This design comes from an exercise in tuning for small area and few clock cycles on the open sky130 flow, not from production work. Only simulation tests tie the RTL to the original design; equivalence was not proved. Power figures rest on the tool's default switching activity, not on a simulated workload. The flow treats the clock pin as an ideal source, which a real chip does not have.

main:
// opc2ser
module opc2ser #(
    parameter RXBUF_SIZE = 128
) (
    input  wire        clk,
    input  wire        rst,
    input  wire [1:0]  cfg_protocol,
    input  wire [7:0]  cfg_channel,
    input  wire [15:0] cfg_hs_timeout_ms,
    input  wire        dg_valid,
    output wire        dg_ready,
    input  wire [7:0]  dg_data,
    input  wire        dg_last,
    input  wire        dg_keep,
    output wire        tx_valid,
    input  wire        tx_ready,
    output reg  [7:0]  tx_data,
    output wire        tx_last,
    input  wire        srx_valid,
    input  wire [7:0]  srx_data,
    input  wire        tick_ms,
    output wire [1:0]  hs_state,
    output wire [2:0]  hs_cause,
    output wire        session_abort,
    output wire        busy,
    output wire [3:0]  err_code,
    output wire        warn3,
    output reg         evt_accept,
    output reg         evt_drop,
    output wire        evt_warn,
    output reg         evt_sent
);
    localparam PMAX = RXBUF_SIZE - 4;           
    localparam NR   = 16;                       
    localparam P_ADA  = 2'd0;
    localparam P_AWA  = 2'd1;
    localparam P_TPM2 = 2'd2;
    localparam HS_AWAITING = 2'd0;
    localparam HS_READY    = 2'd1;
    localparam HS_FAILED   = 2'd2;
    reg [1:0] cfg_proto_r;
    reg [7:0] cfg_chan_r;
    always @(posedge clk) begin
        if (rst) begin
            cfg_proto_r <= cfg_protocol;
            cfg_chan_r  <= cfg_channel;
        end
    end
    reg [1:0]  hs;
    reg [2:0]  hs_cause_r;
    reg [1:0]  hs_cnt;
    reg        hs_bad;
    reg [15:0] acc;                    
    reg [7:0] hs_exp;
    always @(*) begin
        case (hs_cnt)
            2'd0: hs_exp = 8'h41;
            2'd1: hs_exp = 8'h64;
            2'd2: hs_exp = 8'h61;
            default: hs_exp = 8'h0A;
        endcase
    end
    wire hs_wait  = (hs == HS_AWAITING);
    wire hs_bad_n = hs_bad | (srx_data != hs_exp);
    wire hs_done  = srx_valid && (hs_cnt == 2'd3);
    wire hs_tick  = hs_wait && tick_ms && !hs_done;
    always @(posedge clk) begin
        if (rst) begin
            hs_cnt <= 2'd0;
            hs_bad <= 1'b0;
            case (cfg_protocol)
                P_ADA:   begin hs <= HS_AWAITING; hs_cause_r <= 3'd0; end
  ...
For scale: ~2200 cells after synthesis, ~1100 flip-flops, ~77 I/O pins.
Settings: LEC_CHECK=0, CAP_MARGIN=20, CORE_MARGIN=2, CORE_UTILIZATION=55, PLACE_DENSITY=0.7, SLEW_MARGIN=20; clock period 12.0 ns.
standard.sh (not shown) runs the stock make flow with config.mk's settings and CLKGATE_MAP_FILE= SYNTH_SCRIPT=/design/flow/synth_recipe.tcl, a recipe that flattens the netlist after the stock synthesis.
==> flow/flow/run.sh <==
#!/bin/bash
# The standard layout (standard.sh) with these changes, all made through
# ORFS's own variables:
#  - synthesis maps logic with an area-oriented ABC script (flow/abc_map.script
#    in place of ORFS's abc_speed.script); the Yosys steps, and so the
#    registers, are those of the standard synthesis;
#  - ports are buffered with buf_1;
#  - clock tree synthesis uses larger sink clusters and no dummy loads.
# make's output goes to make_synth.log and make_finish.log here; each tool's
# own log is in orfs/logs/.
set -euo pipefail
here=$(pwd)
rm -rf "$here/scripts_area"
cp -r "$FLOW_HOME/scripts" "$here/scripts_area"
cp "$here/flow/abc_map.script" "$here/scripts_area/abc_speed.script"
sed "s#CLKGATE_MAP_FILE= #CLKGATE_MAP_FILE= SCRIPTS_DIR=$here/scripts_area #" standard.sh > synth_area.sh
export BUFFER_PORTS_ARGS="-buffer_cell sky130_fd_sc_hd__buf_1"
export CTS_ARGS="-sink_clustering_enable -repair_clock_nets -sink_clustering_size 30 -sink_clustering_max_diameter 80 -dont_use_dummy_load"
bash synth_area.sh synth > make_synth.log 2>&1
bash standard.sh finish > make_finish.log 2>&1
==> flow/flow/abc_map.script <==
&get -n
&st
&dch
&nf -R 1000
&put
Testbench counts of main, summed over its fixed seeds: cycles 102,288.
Changes in the feature branch relative to main:
-- flow/design.v --
<<< main, line 106
    reg  [2:0]   phi0;                 
    reg  [6:0]   wcnt;                 
    reg  [6:0]   rcnt;                 
    reg  [7:0]   outb;                 
    reg          outv;
>>> the feature branch, line 106
    reg  [2:0]   phi0;                 
    reg  [6:0]   wcnt;                 
    reg  [7:0]   outb;                 
    reg          outv;
<<< main, line 139
    wire in_trl   = (ph == 3'd7);
    wire len_nz   = (len7 != 7'd0);
    wire rd_last  = (rcnt == len7);    
    assign tx_valid = send && (outv || !in_pay);
>>> the feature branch, line 138
    wire in_trl   = (ph == 3'd7);
    wire len_nz   = (len7 != 7'd0);
    wire [6:0] rcnt = need;
    wire rd_last  = (rcnt == len7);    
    assign tx_valid = send && (outv || !in_pay);
<<< main, line 312
                        phi0 <= phi0_n;
                        wcnt <= 7'd0;
                        rcnt <= 7'd0;
                    end
                endcase
>>> the feature branch, line 312
                        phi0 <= phi0_n;
                        wcnt <= 7'd0;
                    end
                endcase
<<< main, line 335
            if (fetch) begin
                outb <= port[8*rcnt[6:3] +: 8];
                rcnt <= rcnt + 7'd1;
                outv <= 1'b1;
            end else if (take) begin
>>> the feature branch, line 334
            if (fetch) begin
                outb <= port[8*rcnt[6:3] +: 8];
                need <= need + 7'd1;
                outv <= 1'b1;
            end else if (take) begin
==> comparison <==
Summary: total power consumption of the routed design, the feature branch better than main
Relative to main, the feature branch degrades worst setup margin.
The share of the clock period used by the worst path reported for the feature branch is greater than that of main by 0.16 points.
Placement-stage worst setup slack in the feature branch is 0.032 ns higher than in main
Compared with main, in the feature branch detailed router's first-iteration violation count now smaller, synthesized netlist net count now smaller.
Testbench counts of the feature branch, summed over its fixed seeds: cycles 102,288.

opc2ser, a different RTL version from the one above (not shown whole).
For scale: ~2100 cells after synthesis, ~1100 flip-flops, about 77 I/O pins, about 29000 µm² of cells after synthesis.
export LEC_CHECK = 0
export CAP_MARGIN = 20
export CORE_MARGIN = 2
export CORE_UTILIZATION = 55
export PLACE_DENSITY = 0.7
export SLEW_MARGIN = 20
create_clock -name core_clock -period 12.0 [get_ports {clk}]
==> flow/flow/abc_map.script <==
&get -n
&st
&syn2
&dch
&nf -R 1000
&put
Scripts as last shown in full above: flow/flow/run.sh
The baseline completed with no timing, DRC or antenna violations.
Testbench counts at the start, summed over its fixed seeds: cycles 102,288.
==> next run, changes <==
--- a/flow/design.v
+++ b/flow/design.v
@@ -39,82 +39,76 @@
     localparam HS_FAILED   = 2'd2;
     reg [1:0] cfg_proto_r;
     reg [7:0] cfg_chan_r;
     always @(posedge clk) begin
         if (rst) begin
             cfg_proto_r <= cfg_protocol;
             cfg_chan_r  <= cfg_channel;
         end
     end
     reg [1:0]  hs;
     reg [2:0]  hs_cause_r;
-    reg [1:0]  hs_cnt;
-    reg        hs_bad;
+    reg [2:0]  ph;                     
+    reg        tt;                     
+    wire [1:0] hs_cnt = ph[1:0];
+    wire       hs_bad = tt;
     reg [15:0] acc;                    
     reg [7:0] hs_exp;
     always @(*) begin
         case (hs_cnt)
             2'd0: hs_exp = 8'h41;
             2'd1: hs_exp = 8'h64;
             2'd2: hs_exp = 8'h61;
             default: hs_exp = 8'h0A;
         endcase
     end
     wire hs_wait  = (hs == HS_AWAITING);
     wire hs_bad_n = hs_bad | (srx_data != hs_exp);
     wire hs_done  = srx_valid && (hs_cnt == 2'd3);
     wire hs_tick  = hs_wait && tick_ms && !hs_done;
     always @(posedge clk) begin
         if (rst) begin
-            hs_cnt <= 2'd0;
-            hs_bad <= 1'b0;
             case (cfg_protocol)
                 P_ADA:   begin hs <= HS_AWAITING; hs_cause_r <= 3'd0; end
                 P_AWA:   begin hs <= HS_READY;    hs_cause_r <= 3'd0; end
                 P_TPM2:  begin hs <= HS_READY;    hs_cause_r <= 3'd0; end
                 default: begin hs <= HS_FAILED;   hs_cause_r <= 3'd4; end
             endcase
         end else if (hs_wait) begin
-            if (srx_valid) begin
-                hs_cnt <= hs_cnt + 2'd1;
-                hs_bad <= hs_bad_n;
-            end
             if (hs_done) begin
                 if (hs_bad_n) begin
                     hs         <= HS_FAILED;
                     hs_cause_r <= 3'd1;
                 end else begin
                     hs <= HS_READY;
                 end
             end else if (tick_ms && acc <= 16'd1) begin
                 hs         <= HS_FAILED;
                 hs_cause_r <= (hs_cnt == 2'd0 && !srx_valid) ? 3'd3 : 3'd2;
             end
         end
     end
     assign hs_state      = hs;
     assign hs_cause      = hs_cause_r;
     assign session_abort = (hs == HS_FAILED);
     reg          recv, send;           
-    reg  [2:0]   ph;                   
     reg          chan_bad, cmd_bad, big;
     reg  [6:0]   len7;                 
     reg  [6:0]   need;                 
     reg  [8*PMAX-1:0] ring;            
     reg  [55:0]  dl;                   
     reg  [6:0]   dv;                   
     reg  [2:0]   pc;                   
     reg  [6:0]   wcnt;                 
     reg  [7:0]   outb;                 
     reg          outv;
-    reg          tt;                   
     reg  [2:0]   err_r;
     reg          warn_r;
     assign dg_ready = (hs == HS_READY) && !send;
     assign busy     = recv | send;
     assign err_code = {1'b0, err_r};
     wire rx_beat = dg_valid && dg_ready;
     wire kb      = rx_beat && dg_keep;
     wire in_hdr  = !ph[2];
     wire pay_in  = kb && !in_hdr && (need != 7'd0);
     wire hdr_full = !in_hdr || (ph == 3'd3 && kb);
     wire big_e    = big || (in_hdr && dg_data > PMAX);
@@ -281,35 +275,40 @@
         else if (kb && ph == 3'd3)
             acc <= 16'd0;
     end
     wire lw = (dr[1:0] != 2'd0);
     assign evt_warn = evt_accept && lw;
     assign warn3    = evt_accept ? lw : warn_r;
     always @(posedge clk) begin
         if (rst) begin
             recv       <= 1'b0;
             send       <= 1'b0;
             ph         <= 3'd0;
+            tt         <= 1'b0;
             err_r      <= 3'd0;
             warn_r     <= 1'b0;
             evt_accept <= 1'b0;
             evt_drop   <= 1'b0;
             evt_sent   <= 1'b0;
             outv       <= 1'b0;
         end else begin
             warn_r     <= warn3;
             evt_accept <= 1'b0;
             evt_drop   <= 1'b0;
             evt_sent   <= 1'b0;
             if (wr)
                 wcnt <= wcnt + 7'd1;
+            if (hs_wait && srx_valid) begin
+                ph <= hs_done ? 3'd0 : ph + 3'd1;
+                tt <= hs_bad_n;
+            end
             if (kb && in_hdr) begin
                 ph <= ph + 3'd1;
                 case (ph[1:0])
                     2'd0: chan_bad <= (dg_data != 8'd0) && (dg_data != cfg_chan_r);
                     2'd1: cmd_bad  <= (dg_data != 8'd0);
                     2'd2: big      <= (dg_data != 8'd0);
                     default: begin
                         big  <= big_e;
                         len7 <= dg_data[6:0];
                         need <= dg_data[6:0];
                         wcnt <= 7'd0;
Effect: Design area went down by 0.32%. Setup slack improves by 0.051 ns. Die area is about the same. Worst hold slack loses 0.034 ns. Non-clock buffer count grows by 1. Total power hardly moves. Global-route usage came out lower by 0.54 points. Routed wire length went down by 2.9%. Flip-flop and latch count goes down by 3. Area after synthesis barely changes.
Testbench counts after the change, summed over its fixed seeds: cycles 102,288.

Setup of the reference run:
Another version of the RTL of opc2ser (not shown whole).
Size in the first run: about 1100 flip-flops, ~77 I/O pins.
Design opc2ser, start of the top module:
module opc2ser #(
    parameter RXBUF_SIZE = 128
) (
    input  wire        clk,
    input  wire        rst,
    input  wire [1:0]  cfg_protocol,
    input  wire [7:0]  cfg_channel,
    input  wire [15:0] cfg_hs_timeout_ms,
    input  wire        dg_valid,
    output wire        dg_ready,
    input  wire [7:0]  dg_data,
    input  wire        dg_last,
    input  wire        dg_keep,
    output wire        tx_valid,
    input  wire        tx_ready,
    output reg  [7:0]  tx_data,
    output wire        tx_last,
    input  wire        srx_valid,
    input  wire [7:0]  srx_data,
    input  wire        tick_ms,
    output wire [1:0]  hs_state,
    output wire [2:0]  hs_cause,
    output wire        session_abort,
    output wire        busy,
    output wire [3:0]  err_code,
    output wire        warn3,
    output reg         evt_accept,
    output reg         evt_drop,
    output wire        evt_warn,
    output reg         evt_sent
);
    localparam PMAX = RXBUF_SIZE - 4;           
    localparam NR   = 16;                       
    localparam P_ADA  = 2'd0;
    localparam P_AWA  = 2'd1;
    localparam P_TPM2 = 2'd2;
    localparam HS_AWAITING = 2'd0;
    localparam HS_READY    = 2'd1;
    localparam HS_FAILED   = 2'd2;
    reg [1:0] cfg_proto_r;
    reg [7:0] cfg_chan_r;
    always @(posedge clk) begin
        if (rst) begin
            cfg_proto_r <= cfg_protocol;
            cfg_chan_r  <= cfg_channel;
        end
    end
    reg [1:0]  hs;
    reg [2:0]  hs_cause_r;
    reg [1:0]  hs_cnt;
    reg        hs_bad;
    reg [15:0] acc;                    
    reg [7:0] hs_exp;
    always @(*) begin
        case (hs_cnt)
            2'd0: hs_exp = 8'h41;
            2'd1: hs_exp = 8'h64;
            2'd2: hs_exp = 8'h61;
            default: hs_exp = 8'h0A;
        endcase
    end
    wire hs_wait  = (hs == HS_AWAITING);
    wire hs_bad_n = hs_bad | (srx_data != hs_exp);
    wire hs_done  = srx_valid && (hs_cnt == 2'd3);
    wire hs_tick  = hs_wait && tick_ms && !hs_done;
    always @(posedge clk) begin
        if (rst) begin
            hs_cnt <= 2'd0;
            hs_bad <= 1'b0;
            case (cfg_protocol)
                P_ADA:   begin hs <= HS_AWAITING; hs_cause_r <= 3'd0; end
                P_AWA:   begin hs <= HS_READY;    hs_cause_r <= 3'd0; end
  ...
export LEC_CHECK = 0
export CAP_MARGIN = 20
export CORE_MARGIN = 2
export CORE_UTILIZATION = 55
export PLACE_DENSITY = 0.7
export SLEW_MARGIN = 20
create_clock -name core_clock -period 12.0 [get_ports {clk}]
==> flow/flow/run.sh <==
#!/bin/bash
# The standard layout (standard.sh) with these changes, all made through
# ORFS's own variables:
#  - synthesis maps logic with an area-oriented ABC script (flow/abc_map.script
#    in place of ORFS's abc_speed.script); the Yosys steps, and so the
#    registers, are those of the standard synthesis;
#  - ports are buffered with buf_1;
#  - clock tree synthesis uses larger sink clusters and no dummy loads.
# make's output goes to make_synth.log and make_finish.log here; each tool's
# own log is in orfs/logs/.
set -euo pipefail
here=$(pwd)
rm -rf "$here/scripts_area"
cp -r "$FLOW_HOME/scripts" "$here/scripts_area"
cp "$here/flow/abc_map.script" "$here/scripts_area/abc_speed.script"
sed "s#CLKGATE_MAP_FILE= #CLKGATE_MAP_FILE= SCRIPTS_DIR=$here/scripts_area #" standard.sh > synth_area.sh
export BUFFER_PORTS_ARGS="-buffer_cell sky130_fd_sc_hd__buf_1"
export CTS_ARGS="-sink_clustering_enable -repair_clock_nets -sink_clustering_size 36 -sink_clustering_max_diameter 80 -dont_use_dummy_load"
bash synth_area.sh synth > make_synth.log 2>&1
bash standard.sh finish > make_finish.log 2>&1
Scripts as last shown in full above: flow/flow/abc_map.script
The reference run reached the final stage; the timing, design-rule and antenna checks on its layout passed.
Testbench counts of the reference run, summed over its fixed seeds: cycles 102,288.
What the trial run does differently from the reference run at the input level:
-- flow/design.v --
<<< the reference run, line 253
    wire [8:0] c1, c2, i1, i2;
    wire [7:0] s1, s2, fl1_n, fl2_n;
    assign c1[0] = 1'b0;
    assign c2[0] = 1'b0;
    generate
        for (gi = 0; gi < 8; gi = gi + 1) begin : g_fl
            assign s1[gi]    = fl1[gi] ^ dg_data[gi] ^ c1[gi];
            assign c1[gi+1]  = (fl1[gi] & dg_data[gi]) | (c1[gi] & (fl1[gi] ^ dg_data[gi]));
            assign fl1_n[gi] = s1[gi] ^ i1[gi];
            assign i1[gi+1]  = s1[gi] & i1[gi];
            assign s2[gi]    = fl2[gi] ^ fl1_n[gi] ^ c2[gi];
            assign c2[gi+1]  = (fl2[gi] & fl1_n[gi]) | (c2[gi] & (fl2[gi] ^ fl1_n[gi]));
            assign fl2_n[gi] = s2[gi] ^ i2[gi];
            assign i2[gi+1]  = s2[gi] & i2[gi];
        end
    endgenerate
    assign i1[0] = c1[8] | (&s1);
    assign i2[0] = c2[8] | (&s2);
    always @(posedge clk) begin
        if (rst)
            acc <= cfg_hs_timeout_ms;
        else if (hs_tick)
            acc <= acc - 16'd1;
        else if (kb && ph == 3'd3)
            acc <= 16'd0;
        else if (pay_in)
            acc <= {fl2_n, fl1_n};
    end
    wire lw = (dr[1:0] != 2'd0);
>>> the trial run, line 253
    wire [8:0] c1, c2, i1, i2;
    wire [7:0] s1, s2, fl1_n, fl2_n;
    wire [7:0] b1 = dg_data | {8{hs_wait}};
    wire [7:0] b2 = fl1_n | {8{hs_wait}};
    assign c1[0] = 1'b0;
    assign c2[0] = hs_wait & c1[8];
    generate
        for (gi = 0; gi < 8; gi = gi + 1) begin : g_fl
            assign s1[gi]    = fl1[gi] ^ b1[gi] ^ c1[gi];
            assign c1[gi+1]  = (fl1[gi] & b1[gi]) | (c1[gi] & (fl1[gi] ^ b1[gi]));
            assign fl1_n[gi] = s1[gi] ^ i1[gi];
            assign i1[gi+1]  = s1[gi] & i1[gi];
            assign s2[gi]    = fl2[gi] ^ b2[gi] ^ c2[gi];
            assign c2[gi+1]  = (fl2[gi] & b2[gi]) | (c2[gi] & (fl2[gi] ^ b2[gi]));
            assign fl2_n[gi] = s2[gi] ^ i2[gi];
            assign i2[gi+1]  = s2[gi] & i2[gi];
        end
    endgenerate
    assign i1[0] = !hs_wait & (c1[8] | (&s1));
    assign i2[0] = !hs_wait & (c2[8] | (&s2));
    always @(posedge clk) begin
        if (rst)
            acc <= cfg_hs_timeout_ms;
        else if (hs_tick || pay_in)
            acc <= {fl2_n, fl1_n};
        else if (kb && ph == 3'd3)
            acc <= 16'd0;
    end
    wire lw = (dr[1:0] != 2'd0);
==> comparison <==
Diff the reference run -> the trial run | instance count on the critical path | increase of 7. Max maximum frequency across the trial run and the reference run: the reference run. The trial run vs the reference run — post-placement cell area dropped slightly. Diff the reference run -> the trial run | number of vias per cell | down slightly. Row half-perimeter wire length after detailed placement: the trial run lower / the reference run higher. Core occupancy in the finished layout essentially unchanged between the reference run and the trial run. From the reference run to the trial run the numbers moved as follows: share of synthesized area occupied by flip-flops and latches increased by 0.71 points relative to the old numbers, width of the chip decreased by 0.44% relative to the old numbers.
Testbench counts of the trial run, summed over its fixed seeds: cycles 102,288.

==> static timing again, ports no longer ideal <==
The flow's constraints put no driver on any port. The routed layouts listed below were extracted and timed again, unchanged, in two steps. Step 1: set_driving_cell puts a clkbuf_16 on clk and a buf_2 on each other input, an assumption about the parent block. Step 2 moves the port delays by t, midway between the first and last clock arrival at a register: inputs arrive t later, outputs are due t later. That takes back most of the time a late clock gives input paths. Three values: ideal, step 1, step 2; two values: the first two.
run | t, ns | slack for setup (ns) | latest minus earliest clock arrival (ns) | worst register clock-pin slew, ns
main | 0.648 | 1.849 / 1.884 / 1.236 | 0.070 / 0.070 | 0.11 / 0.11
the feature branch | 0.647 | 1.829 / 1.864 / 1.218 | 0.080 / 0.079 | 0.11 / 0.11
the first run of note 2 | 0.637 | 1.258 / 1.277 / 0.639 | 0.072 / 0.071 | 0.12 / 0.12
the second run of note 2 | 0.637 | 1.309 / 1.340 / 0.702 | 0.070 / 0.069 | 0.11 / 0.11
the reference run | 0.625 | 1.582 / 1.620 / 0.995 | 0.124 / 0.123 | 0.12 / 0.12
the trial run | 0.627 | 1.300 / 1.332 / 0.705 | 0.083 / 0.083 | 0.12 / 0.12
After both steps every run listed still meets setup and hold. For the first run of note 2, which loses most, drivers alone change the setup slack by +0.019 ns; drivers and shift together by -0.619 ns.
